This is an optimization exercise on Yosys and OpenROAD, whose aim is small area, a short achievable clock period and few clock cycles, not a production implementation. At most, simulation tests tie the RTL to the original design; equivalence was not proved. Power figures rest on the tool's default switching activity, not on a simulated workload.

## red
Design gld, start of the top module:
module gld (
  input  wire        clk,
  input  wire        rst,
  input  wire        cmd_valid,
  output wire        cmd_ready,
  input  wire [39:0] cmd_word,
  output wire        ch_we,
  output wire [1:0]  ch_idx,
  output reg  [15:0] ch_val,
  output wire        tx_query,
  output wire        rx_release,
  output wire        hs_done,
  output wire        hs_ok,
  output wire        rsp_valid,
  output reg  [31:0] rsp_data,
  output wire        dbg_byte_valid,
  output wire [7:0]  dbg_byte
);
  localparam [15:0] CRC_HDR = 16'hEBA0;    
  reg [2:0]  fstate;
  reg [2:0]  cursor;
  reg [7:0]  acc;
  reg        hdr;           
  reg [7:0]  id, len, didx;
  reg [15:0] ck;
  reg        ckidx;
  reg [31:0] accept_cnt, reject_cnt;
  reg        rx_en;
  reg [1:0]  hs_state;
  reg [6:0]  hs_count;      
  reg        presence;
  reg        cmd_err;
  reg [15:0] unit;
  reg [15:0] crc;           
  reg        rec;           
  reg        lo_ok;         
  reg        zf;            
  reg [7:0]  v0, v1, v2, v3, v4, v5, v6, v7;    
  reg        p_pulse, p_burst, p_hsstart, p_hstick, p_rd;
  reg [7:0]  p_pat;         
  reg [8:1]  p_len;         
  reg [3:0]  p_ra;          
  reg        disp;          
  reg [1:0]  di;
  reg        hsfail;        
  wire [7:0]  op = cmd_word[39:32];
  wire [15:0] wa = cmd_word[31:16];
  wire [15:0] wb = cmd_word[15:0];
  wire        az = ~|wa;
  wire        bz = ~|wb;
  wire        op_ok = ~|op[7:3];
  wire [2:0]  o = op[2:0];
  wire        fmt_z = (o == 3'd0) | (o == 3'd1) | (o == 3'd4) | (o == 3'd5);
  wire        illegal = ~op_ok | (fmt_z & ~(az & bz)) | (o == 3'd3) | ((o == 3'd6) & ~bz);
  wire        legal = ~illegal;
  wire        take = cmd_valid & cmd_ready;
  wire [18:0] m1 = {3'd0, unit};
  wire [18:0] m2 = {2'd0, unit, 1'b0};
  wire [18:0] m3 = m1 + m2;
  wire [18:0] m4 = {1'd0, unit, 2'b0};
  wire [18:0] m5 = m1 + m4;
  wire [18:0] m6 = {m3[17:0], 1'b0};
  ...
Settings: LEC_CHECK=0, CAP_MARGIN=20, CORE_MARGIN=2, CORE_UTILIZATION=40, SETUP_SLACK_MARGIN=4.0, SLEW_MARGIN=20; clock period 8.0 ns.
standard.sh (not shown) runs the stock make flow with config.mk's settings and CLKGATE_MAP_FILE= SYNTH_SCRIPT=/design/flow/synth_recipe.tcl, a recipe that flattens the netlist after the stock synthesis.
==> flow/flow/run.sh <==
#!/bin/bash
# Standard layout (the standard.sh: standard synthesis, floorplan, place, CTS, route),
# with two changes to how the layout is made:
#  - sizing may swap a cell for one of another footprint (MATCH_CELL_FOOTPRINT=0), so the
#    resizer can upsize weak drivers instead of only adding buffers;
#  - ports are buffered with sky130_fd_sc_hd__buf_2 rather than the default delay-type buffer.
# All output of make (and of the tools it runs) goes to flow_make.log here; ORFS's own per-step
# logs are under orfs/logs/.
set -euo pipefail
bash standard.sh MATCH_CELL_FOOTPRINT=0 "BUFFER_PORTS_ARGS=-buffer_cell sky130_fd_sc_hd__buf_2" finish > flow_make.log 2>&1
red: no failed stages, no open violations at the end
Testbench counts of red, summed over its fixed seeds: cycles 7,334.
What blue does differently from red at the input level:
--- a/flow/design.v
+++ b/flow/design.v
@@ -58,40 +58,33 @@
   wire [18:0] m2 = {2'd0, unit, 1'b0};
   wire [18:0] m3 = m1 + m2;
   wire [18:0] m4 = {1'd0, unit, 2'b0};
   wire [18:0] m5 = m1 + m4;
   wire [18:0] m6 = {m3[17:0], 1'b0};
   wire [18:0] m8 = {unit, 3'b0};
   wire [18:0] m7 = m8 - m1;
-  function ge16;
-    input [15:0] x;
-    input [15:0] y;
-    integer i, w;
-    reg [15:0] g, e;
+  function ge19;
+    input [18:0] x;
+    input [18:0] y;
+    integer i;
+    reg g;
     begin
-      for (i = 0; i < 16; i = i + 1) begin
-        g[i] = x[i] & ~y[i];
-        e[i] = ~(x[i] ^ y[i]);
-      end
-      for (w = 1; w < 16; w = w * 2)
-        for (i = 0; i + w < 16; i = i + 2 * w) begin
-          g[i] = g[i + w] | (e[i + w] & g[i]);
-          e[i] = e[i + w] & e[i];
-        end
-      ge16 = g[0] | e[0];
+      g = 1'b1;
+      for (i = 0; i < 19; i = i + 1)
+        g = (x[i] & ~y[i]) | ((x[i] | ~y[i]) & g);
+      ge19 = g;
     end
   endfunction
-  wire [8:1] big = {|m8[18:16], |m7[18:16], |m6[18:16], |m5[18:16], |m4[18:16], |m3[18:16], |m2[18:16], 1'b0};
   function [8:0] therm;
     input [15:0] x;
     input [18:0] a1, a2, a3, a4, a5, a6, a7, a8;
+    reg [18:0] xx;
     begin
-      therm = {~big[8] & ge16(x, a8[15:0]), ~big[7] & ge16(x, a7[15:0]), ~big[6] & ge16(x, a6[15:0]),
-               ~big[5] & ge16(x, a5[15:0]), ~big[4] & ge16(x, a4[15:0]), ~big[3] & ge16(x, a3[15:0]),
-               ~big[2] & ge16(x, a2[15:0]), ge16(x, a1[15:0]), 1'b1};
+      xx = {3'd0, x};
+      therm = {ge19(xx, a8), ge19(xx, a7), ge19(xx, a6), ge19(xx, a5), ge19(xx, a4), ge19(xx, a3), ge19(xx, a2), ge19(xx, a1), 1'b1};
     end
   endfunction
   wire [8:0] tl = therm(wa, m1, m2, m3, m4, m5, m6, m7, m8);    
   wire [8:0] th = therm(wb, m1, m2, m3, m4, m5, m6, m7, m8);
   reg [8:1] s_n;
   reg [7:0] pat_n;
   integer m, a;
Results
Delta (blue minus red): fraction of area in multi-input gates went down 1.6 points, relative area change from synthesis to final layout went up 3.7 points, routed wire length went up 1700 um, net total in the final layout went down 110, final worst setup slack went down 0.15 ns.
Clock-buffer cell count in blue is about 8% higher than in red
Xor/xnor cell area share of the yosys netlist delta (red -> blue): insignificant
A start point of the critical path of p_ra[0] is what blue shows, while cursor[0] belongs to red.
No functional check of the RTL was part of blue.


gld, a different RTL version from the one above (not shown whole).
Size: roughly 320 flip-flops, about 110 I/O pins, about 22,000 um^2 of cells after synthesis.
export LEC_CHECK = 0
export CAP_MARGIN = 20
export CORE_MARGIN = 2
export CORE_UTILIZATION = 65
export SETUP_SLACK_MARGIN = 4.0
export SLEW_MARGIN = 20
create_clock -name core_clock -period 8.0 [get_ports {clk}]
Scripts as last shown in full above: flow/flow/run.sh
Change:
--- a/flow/design.v
+++ b/flow/design.v
@@ -95,26 +95,26 @@
   wire [18:0] m6 = {m3r, 1'b0};
   wire [18:0] m8 = {unit, 3'b0};
   wire [18:0] m7 = {2'd0, big7, m7r};
   function ge16;
     input [15:0] x;
     input [15:0] y;
     integer i, w;
-    reg [15:0] g, e;
+    reg [15:0] g, p;
     begin
       for (i = 0; i < 16; i = i + 1) begin
         g[i] = x[i] & ~y[i];
-        e[i] = ~(x[i] ^ y[i]);
+        p[i] = x[i] | ~y[i];
       end
       for (w = 1; w < 16; w = w * 2)
         for (i = 0; i + w < 16; i = i + 2 * w) begin
-          g[i] = g[i + w] | (e[i + w] & g[i]);
-          e[i] = e[i + w] & e[i];
+          g[i] = g[i + w] | (p[i + w] & g[i]);
+          p[i] = p[i + w] & p[i];
         end
-      ge16 = g[0] | e[0];
+      ge16 = g[0] | p[0];
     end
   endfunction
   wire [8:1] big = {|m8[18:16], |m7[18:16], |m6[18:16], |m5[18:16], |m4[18:16], |m3[18:16], |m2[18:16], 1'b0};
   function [8:0] therm;
     input [15:0] x;
     input [18:0] a1, a2, a3, a4, a5, a6, a7, a8;
     begin
What happened: Power is lower by about 6%; routed wire length is higher by about 0.8%; core utilization is higher by 1.2 points; design area is lower by 6.9%; die area is lower by about 8%; non-clock buffer count is higher by 9.
No run of this note included a check of the RTL's function; only the layout flow was run.


P:
gld with an RTL version that a note above also has.
For scale: roughly 2400 cells after synthesis, ~19000 um2 of cells after synthesis.
Design gld, start of the top module:
module gld (
  input  wire        clk,
  input  wire        rst,
  input  wire        cmd_valid,
  output wire        cmd_ready,
  input  wire [39:0] cmd_word,
  output wire        ch_we,
  output wire [1:0]  ch_idx,
  output reg  [15:0] ch_val,
  output wire        tx_query,
  output wire        rx_release,
  output wire        hs_done,
  output wire        hs_ok,
  output wire        rsp_valid,
  output reg  [31:0] rsp_data,
  output wire        dbg_byte_valid,
  output wire [7:0]  dbg_byte
);
  localparam [15:0] CRC_HDR = 16'hEBA0;    
  reg [2:0]  fstate;
  reg [2:0]  cursor;
  reg [7:0]  acc;
  reg        hdr;           
  reg [7:0]  id, len, didx;
  reg [15:0] ck;
  reg        ckidx;
  reg [31:0] accept_cnt, reject_cnt;
  reg        rx_en;
  reg [1:0]  hs_state;
  reg [6:0]  hs_count;      
  reg        presence;
  reg        cmd_err;
  reg [15:0] unit;
  reg [15:0] crc;           
  reg        rec;           
  reg        lo_ok;         
  reg        zf;            
  reg [7:0]  v0, v1, v2, v3, v4, v5, v6, v7;    
  ...
clock: 8.0 ns
lec_check: 0
cap_margin: 20
core_margin: 2
core_utilization: 40
slew_margin: 20
run.sh (not shown) runs the stock make flow with config.mk's settings and CLKGATE_MAP_FILE= SYNTH_SCRIPT=/design/flow/synth_recipe.tcl, a recipe that flattens the netlist after the stock synthesis.
Stock flow here: none of the scripts above is used.
P | status: complete | timing, DRC, antenna: pass
--- input diff P..Q ---
--- a/flow/design.v
+++ b/flow/design.v
@@ -109,40 +109,18 @@
       3'd4: done = p_len[4];
       3'd5: done = p_len[3];
       3'd6: done = p_len[2];
       default: done = p_len[1];
     endcase
   end
   wire [2:0] plen3 = {p_len[4], p_len[6] | (p_len[2] & ~p_len[4]),
                       (p_len[1] & ~p_len[2]) | (p_len[3] & ~p_len[4]) | (p_len[5] & ~p_len[6]) | (p_len[7] & ~p_len[8])};
   wire       fire = p_pulse & rx_en & done;
-  wire       val_hi  = fire & (fstate == 3'd5) & ckidx;            
-  wire       val_ok  = val_hi & lo_ok & (crc[15:8] == b);
-  wire       val_bad = val_hi & ~(lo_ok & (crc[15:8] == b));
-  function [31:0] inc32;
-    input [31:0] q;
-    input        e;
-    integer g, i;
-    reg [31:0] below;      
-    reg        cg, c;
-    begin
-      cg = 1'b1;
-      for (g = 0; g < 8; g = g + 1) begin
-        c = cg;
-        for (i = 0; i < 4; i = i + 1) begin
-          below[4*g+i] = c;
-          c = c & q[4*g+i];
-        end
-        cg = cg & (&q[4*g +: 4]);
-      end
-      inc32 = q ^ ({32{e}} & below);
-    end
-  endfunction
   function [15:0] crc_step;
     input [15:0] r;
     input [7:0]  x;
     integer k;
     begin
       crc_step = r ^ {x, 8'h00};
       for (k = 0; k < 8; k = k + 1)
         crc_step = crc_step[15] ? ((crc_step << 1) ^ 16'h1021) : (crc_step << 1);
     end
@@ -296,44 +274,46 @@
               if (!ckidx) begin
                 ck    <= {ck[15:8], ck[7:0] | b};
                 ckidx <= 1'b1;
                 lo_ok <= (crc[7:0] == (ck[7:0] | b));
               end else begin
                 ck     <= {ck[15:8] | b, ck[7:0]};
                 ckidx  <= 1'b0;
                 fstate <= 3'd0;
                 if (lo_ok & (crc[15:8] == (ck[15:8] | b))) begin
+                  accept_cnt <= accept_cnt + 32'd1;
                   presence   <= 1'b1;
                   if (rec) begin
                     disp <= 1'b1;
                     di   <= 2'd0;
                   end
-                end
+                end else
+                  reject_cnt <= reject_cnt + 32'd1;
               end
             end
           endcase
         end else begin
           acc    <= b;
           cursor <= cursor + plen3;
         end
       end
-      accept_cnt <= p_hsstart ? 32'd0 : inc32(accept_cnt, val_ok);
-      reject_cnt <= p_hsstart ? 32'd0 : inc32(reject_cnt, val_bad);
       if (p_hsstart) begin
         fstate     <= 3'd0;
         hdr        <= 1'b0;
         id         <= 8'd0;
         len        <= 8'd0;
         didx       <= 8'd0;
         ck         <= 16'd0;
         ckidx      <= 1'b0;
         acc        <= 8'd0;
         cursor     <= 3'd0;
+        accept_cnt <= 32'd0;
+        reject_cnt <= 32'd0;
         presence   <= 1'b0;
         hs_count   <= 7'd0;
         hs_state   <= 2'd1;
         rx_en      <= 1'b1;
         rec        <= 1'b0;
       end
       if (tick) begin
         hs_count <= hs_count + 7'd1;
         if (presence)
- Every run (P and Q) finished clean.
- In the flow results for P and Q, the non-clock inverter instance count of the final layout is larger on P.
- Of the two values seen for timing endpoint of the critical path, unit[6] was produced by Q and cmd_ready by P.
- Between Q and P, it is Q whose cell count is higher, by 4.3%.
- Q ends up with higher synthesized-area fraction occupied by and/or/nand/nor cells than P does.
- In the flow results for P and Q, the shortest period the worst path allows is larger on Q.
- Higher number of ordinary and repair buffers in the finished layout was reported by P, not Q.
- Compared with P, Q ends up with more cell area.
- In the metrics for P and Q, the one carrying the higher worst setup timing slack at the placement stage is P.
- Looking at P and Q, the static power due to leakage is a wash.
No run of this note included a check of the RTL's function; only the layout flow was run.

static timing again, ports no longer ideal:
No port has a modelled driver above. Below, the same layouts with a new extraction and two added sets of constraints.
Step 1 assumes that a clkbuf_16 drives the clock port and a buf_2 every other input.
Step 2, shift: input delay + t, output delay - t, t = (earliest + latest rising clock arrival at the registers) / 2. This alone moves slack from input paths to output paths.
Slacks: ideal ports / drivers / drivers and shift; pairs: ideal ports / drivers.
| run | t, ns | setup slack, ns | hold WS [ns] | worst register clock-pin slew, ns | worst data-port slew with drivers (ns) |
|---|---|---|---|---|---|
| red | 0.605 | 3.865 / 3.812 / 3.400 | 0.491 / 0.491 / 0.491 | 0.06 / 0.06 | 0.04 |
| blue | 0.612 | 3.719 / 3.664 / 3.268 | 0.505 / 0.505 / 0.505 | 0.07 / 0.07 | 0.06 |
| the first run of note 2 | 0.615 | 4.045 / 3.990 / 3.680 | 0.478 / 0.478 / 0.478 | 0.06 / 0.06 | 0.04 |
| the second run of note 2 | 0.573 | 3.914 / 3.865 / 3.448 | 0.491 / 0.491 / 0.491 | 0.07 / 0.07 | 0.06 |
| P | 0.615 | 2.475 / 2.418 / 1.976 | 0.491 / 0.491 / 0.491 | 0.07 / 0.07 | 0.05 |
| Q | 0.615 | 2.461 / 2.500 / 1.885 | 0.500 / 0.500 / 0.500 | 0.07 / 0.07 | 0.07 |
After both steps every run listed still meets setup and hold. The setup slack of Q, which loses most, moves by +0.039 ns with the drivers and by -0.576 ns with both steps.
